Background: an optimization exercise with open tools, aiming at small area, a short achievable clock period and few clock cycles. Do not read the settings as production practice. No activity file was given, so power comes from the tool's default toggle rates.

==> run a <==
==> flow/design.v (excerpt) <==
module csa20_core (
    input  wire        clk,
    input  wire        rst,           
    output reg         mem_valid,
    output reg         mem_we,
    output reg  [10:0] mem_addr,
    output reg  [19:0] mem_wdata,
    input  wire        mem_ready,
    input  wire [19:0] mem_rdata,
    output wire        halted,
    output wire [1:0]  halt_code,     
    output wire [3:0]  mfr,
    output wire        cc_ov,
    output wire        cc_uf
);
    localparam [5:0] OP_LDR = 6'd1,  OP_STR = 6'd2,  OP_LDA = 6'd3,  OP_AMR = 6'd4,
                     OP_SMR = 6'd5,  OP_AIR = 6'd6,  OP_SIR = 6'd7,  OP_LDX = 6'd33,
                     OP_STX = 6'd34;
    localparam [11:0] BOOT_PC       = 12'd10;
    localparam [11:0] FAULT_ENTRY   = 12'd43;
    localparam [10:0] FAULT_PC_SAVE = 11'd4;
    reg s_f;         
    reg s_a1;        
    reg s_a2;        
    reg s_op;        
    reg s_flt;       
    reg s_h;         
    reg [11:0] pc;           
    reg [19:0] gpr [0:3];
    reg [12:0] ix  [1:3];
    reg [1:0]  mfr_r;        
    reg        ov_r, uf_r;
    reg [1:0]  hcode;
    reg        c_ldr, c_str, c_ldx, c_alu, c_stx, c_sub, c_lda;
    reg [1:0]  rf, xf;
  ...
Settings: LEC_CHECK=0, CAP_MARGIN=20, CORE_MARGIN=2, CORE_UTILIZATION=40, SLEW_MARGIN=20; clock period 10.0 ns.
standard.sh (not shown) runs the stock make flow with config.mk's settings and CLKGATE_MAP_FILE= SYNTH_SCRIPT=/design/flow/synth_recipe.tcl, a recipe that flattens the netlist after the stock synthesis.
==> flow/flow/run.sh <==
#!/bin/bash
# The standard layout, with timing repair aiming at 6 ns of setup slack.
set -euo pipefail
export SETUP_SLACK_MARGIN=6
bash standard.sh SETUP_SLACK_MARGIN=6 finish > standard_flow.log 2>&1
==> inputs of run b, as changes to run a <==
==> flow/flow/run.sh (replaced) <==
#!/bin/bash
# The standard layout, with timing repair aiming at 8 ns of setup slack.
set -euo pipefail
export SETUP_SLACK_MARGIN=8
bash standard.sh SETUP_SLACK_MARGIN=8 finish > standard_flow.log 2>&1
==> inputs of run c, as changes to run a <==
==> flow/design.v (replaced) <==
module csa20_core (
    input  wire        clk,
    input  wire        rst,           
    output reg         mem_valid,
    output reg         mem_we,
    output reg  [10:0] mem_addr,
    output reg  [19:0] mem_wdata,
    input  wire        mem_ready,
    input  wire [19:0] mem_rdata,
    output wire        halted,
    output wire [1:0]  halt_code,     
    output wire [3:0]  mfr,
    output wire        cc_ov,
    output wire        cc_uf
);
    localparam [5:0] OP_LDR = 6'd1,  OP_STR = 6'd2,  OP_LDA = 6'd3,  OP_AMR = 6'd4,
                     OP_SMR = 6'd5,  OP_AIR = 6'd6,  OP_SIR = 6'd7,  OP_LDX = 6'd33,
                     OP_STX = 6'd34;
    localparam [11:0] BOOT_PC       = 12'd10;
    localparam [11:0] FAULT_ENTRY   = 12'd43;
    localparam [10:0] FAULT_PC_SAVE = 11'd4;
    reg s_f;         
    reg s_a1;        
    reg s_a2;        
    reg s_op;        
    reg s_h;         
    reg [11:0] pc;           
    reg [19:0] gpr [0:3];
    reg [12:0] ix  [1:3];
    reg [1:0]  mfr_r;        
    reg        ov_r, uf_r;
    reg [1:0]  hcode;
    reg        c_ldr, c_st, c_ldx, c_alu, c_stx, c_sub, c_lda;
    reg        c_stx0;       
    reg        c_ldt0;       
    reg [1:0]  rf, xf;
    reg        ind;
    reg [19:0] ea;           
    reg        flt;          
    reg        flt_op;       
    reg        pend;         
    assign halted    = s_h;
    assign halt_code = hcode;
    assign mfr       = {2'b00, mfr_r};
    assign cc_ov     = ov_r;
    assign cc_uf     = uf_r;
    wire [12:0] ix_x   = (xf == 2'd0) ? 13'd0 : ix[xf];
    wire [1:0]  ix_tgt = c_lda ? rf : xf;
    wire fault = flt | pc[11];
    always @(*) begin
        mem_valid = ~s_h;
        mem_we    = fault | (s_op & c_st);
        mem_addr  = fault ? FAULT_PC_SAVE : (s_f ? pc[10:0] : ea[10:0]);
        mem_wdata = fault ? {8'd0, pc} : (c_stx ? {7'd0, ix_x} : gpr[rf]);
    end
    wire xfer = ~s_h & mem_ready;
    wire [5:0] d_op = mem_rdata[19:14];
    wire [1:0] d_r  = mem_rdata[13:12];
    wire [1:0] d_x  = mem_rdata[11:10];
    wire d_ldr = (d_op == OP_LDR);
    wire d_str = (d_op == OP_STR);
    wire d_lda = (d_op == OP_LDA);
    wire d_ldx = (d_op == OP_LDX) | d_lda;
    wire d_amr = (d_op == OP_AMR) | (d_op == OP_SMR);
    wire d_imm = (d_op == OP_AIR) | (d_op == OP_SIR);
    wire d_stx = (d_op == OP_STX);
    wire d_sub = (d_op == OP_SMR) | (d_op == OP_SIR);
    wire d_legal = d_ldr | d_str | d_ldx | d_amr | d_imm | d_stx;
    wire d_direct = (d_x == 2'd0) & ~mem_rdata[9];
    wire d_stx0 = d_stx & (d_x == 2'd0);
    wire d_ldt0 = (d_lda & (d_r == 2'd0)) | ((d_op == OP_LDX) & (d_x == 2'd0));
    wire [13:0] ea_sum = {1'b0, ix_x} + {1'b0, mem_rdata[12:0]};
    wire        ea_ovf = (|mem_rdata[19:13]) | (|ea_sum[13:11]);
    wire        rd_ovf = |mem_rdata[19:11];
    wire [19:0] alu_a  = gpr[rf];
    wire [19:0] alu_bb = ea;
    wire [20:0] alu_s  = {1'b0, alu_a} + {1'b0, alu_bb} + {20'd0, c_sub};
    wire        alu_sg = alu_s[20] ^ alu_a[19] ^ alu_bb[19];
    wire        alu_ov = alu_s[20] & (~c_sub | (ea != 20'hfffff));
    wire [18:0] alu_p  = alu_a[18:0] ^ alu_bb[18:0];
    wire        alu_z  = (alu_p[0] == c_sub) &
                         (alu_p[18:1] == (alu_a[17:0] | alu_bb[17:0]));
    wire        alu_uf = alu_sg & (~alu_s[19] | alu_z);
    wire gpr_ld  = s_op & c_ldr & ~flt;
    wire ix_ld   = s_op & c_ldx & ~flt;
    wire [19:0] gpr_wd = rst ? 20'd0 : (pend ? alu_s[19:0] : mem_rdata);
    wire [12:0] ix_wd  = rst ? 13'd0 : mem_rdata[12:0];
    integer k;
    always @(posedge clk) begin
        for (k = 0; k < 4; k = k + 1)
            if (rst || ((pend || gpr_ld) && rf == k))
                gpr[k] <= gpr_wd;
        for (k = 1; k < 4; k = k + 1)
            if (rst || (ix_ld && ix_tgt == k))
                ix[k] <= ix_wd;
    end
    always @(posedge clk) begin
        if (rst) begin
            s_f    <= 1'b1;
            s_a1   <= 1'b0;
            s_a2   <= 1'b0;
            s_op   <= 1'b0;
            s_h    <= 1'b0;
            pc     <= BOOT_PC;
            mfr_r  <= 2'd0;
            ov_r   <= 1'b0;
            uf_r   <= 1'b0;
            flt    <= 1'b0;
            pend   <= 1'b0;
        end else begin
            if (!s_h)
                hcode <= (s_op && !c_ldt0) ? 2'd2 : 2'd1;
            if (pend) begin
                ov_r <= alu_ov;
                uf_r <= alu_uf;
                pend <= 1'b0;
            end
            if (fault) begin
                if (xfer) begin
                    mfr_r <= {1'b1, ~(flt & flt_op)};
                    pc    <= FAULT_ENTRY;
                    flt   <= 1'b0;
                    s_f   <= 1'b1;
                    s_a1  <= 1'b0;
                    s_a2  <= 1'b0;
                    s_op  <= 1'b0;
                end
            end else if (s_f) begin
                if (xfer) begin
                    c_ldr  <= d_ldr;
                    c_st   <= d_str | d_stx;
                    c_ldx  <= d_ldx;
                    c_lda  <= d_lda;
                    c_alu  <= d_amr;
                    c_stx  <= d_stx;
                    c_sub  <= d_sub;
                    c_stx0 <= d_stx0;
                    c_ldt0 <= d_ldt0;
                    rf     <= d_r;
                    xf     <= d_x;
                    ind    <= mem_rdata[9];
                    ea     <= {20{d_op == OP_SIR}} ^ {12'd0, mem_rdata[7:0]};
                    flt_op <= ~d_legal;
                    if (!d_legal) begin
                        flt <= 1'b1;
                    end else if (d_imm) begin
                        pend <= 1'b1;
                        pc   <= pc + 12'd1;
                    end else if (d_direct) begin
                        s_f <= 1'b0;
                        if (d_stx0 || d_ldt0) begin
                            s_h   <= 1'b1;
                        end else begin
                            s_op <= 1'b1;
                        end
                    end else begin
                        s_f  <= 1'b0;
                        s_a1 <= 1'b1;
                    end
                end
            end else if (s_a1) begin
                if (xfer) begin
                    ea[10:0]  <= ea_sum[10:0];
                    ea[19:11] <= mem_rdata[19:11];
                    s_a1 <= 1'b0;
                    if (ind) begin
                        flt  <= ea_ovf;
                        s_a2 <= 1'b1;
                    end else begin
                        flt  <= ea_ovf;
                        s_op <= 1'b1;
                    end
                end
            end else if (s_a2) begin
                if (xfer) begin
                    ea   <= mem_rdata;
                    s_a2 <= 1'b0;
                    if (c_stx0) begin
                        s_h   <= 1'b1;
                    end else begin
                        flt  <= rd_ovf;
                        s_op <= 1'b1;
                    end
                end
            end else if (s_op) begin
                if (xfer) begin
                    if (c_ldt0 || (c_ldx && mem_rdata[19:13] != 7'd0)) begin
                        s_op  <= 1'b0;
                        s_h   <= 1'b1;
                    end else begin
                        if (c_alu) begin
                            ea   <= {20{c_sub}} ^ mem_rdata;
                            pend <= 1'b1;
                        end
                        pc   <= pc + 12'd1;
                        s_op <= 1'b0;
                        s_f  <= 1'b1;
                    end
                end
            end
        end
    end
endmodule
==> notes <==
Run b went through all stages and came out clean. Run c finished with timing, DRC and antenna clean. Run a ran to the end with no violations. Worst setup slack: run b < run a < run c. The lowest via count belongs to run a, the highest to run b. In run a the clock-buffer cell count is lower than in run c, by 1. The highest final cell count belongs to run b, the lowest to run a. Between run a and run c, the lower total power is in run c (gap about 8%, measured against run c). Clock power is about the same in run c and run b. Flip-flop and latch count: run c is higher than run b (2).
==> figures <==
	run a	run c	run b
Run status	finished clean	finished clean	finished clean
Initial core utilization	0.404	0.405	0.404
Achievable clock frequency	223 MHz	239 MHz	218 MHz
Post-synthesis compound-gate area fraction	0.149	0.119	0.149
Post-synth EDFFs	152	156	152
Placement Cell Area	11200 µm²	11400 µm²	12000 µm²
Setup slack of the worst register-to-register path	6.18 ns	6.11 ns	6.02 ns
Share of final layout cell area taken by clock buffers and inverters	0.0462	0.0456	0.0342
1st-iter DRT viols	609	749	901
Min Tclk post-route	4.48 ns	4.19 ns	4.60 ns
Proportion of power drawn by flip-flops and latches	0.418	0.456	0.370
Reg2reg end	eovf	gpr[0][19]	uf_r
Crit path largest cell delay	0.42 ns	0.50 ns	0.46 ns
Layout clock buffers	17	18	18
Total routed wire length on the met1 layer	13.1 mm	13.1 mm	15.0 mm
Clock net sink count	177	179	177
No run of this note included a check of the RTL's function; only the layout flow was run.

what the ideal ports hide:
The results above use ideal ports. As a check the final layouts listed here were re-extracted and re-timed, cells and wires unchanged. Step 1, drivers: a clkbuf_16 drives clk and a buf_2 each remaining input, both assumed. Step 2 moves the port delays by t, midway between the first and last clock arrival at a register: inputs arrive t later, outputs are due t later. That takes back most of the time a late clock gives input paths. a / b / c = ideal ports / drivers / drivers and shift; a / b = the first two.
| run | t (ns) | setup WS [ns] | clock arrival spread, ns | worst register clock-pin slew, ns |
|---|---|---|---|---|
| run a | 0.488 | 5.524 / 5.474 / 5.402 | 0.011 / 0.011 | 0.08 / 0.08 |
| run b | 0.491 | 5.402 / 5.354 / 5.416 | 0.016 / 0.016 | 0.08 / 0.08 |
| run c | 0.478 | 5.809 / 5.761 / 5.655 | 0.016 / 0.016 | 0.08 / 0.08 |
After both steps setup and hold are still met in every run listed. The setup slack of run c, which loses most, moves by -0.048 ns with the drivers and by -0.154 ns with both steps.
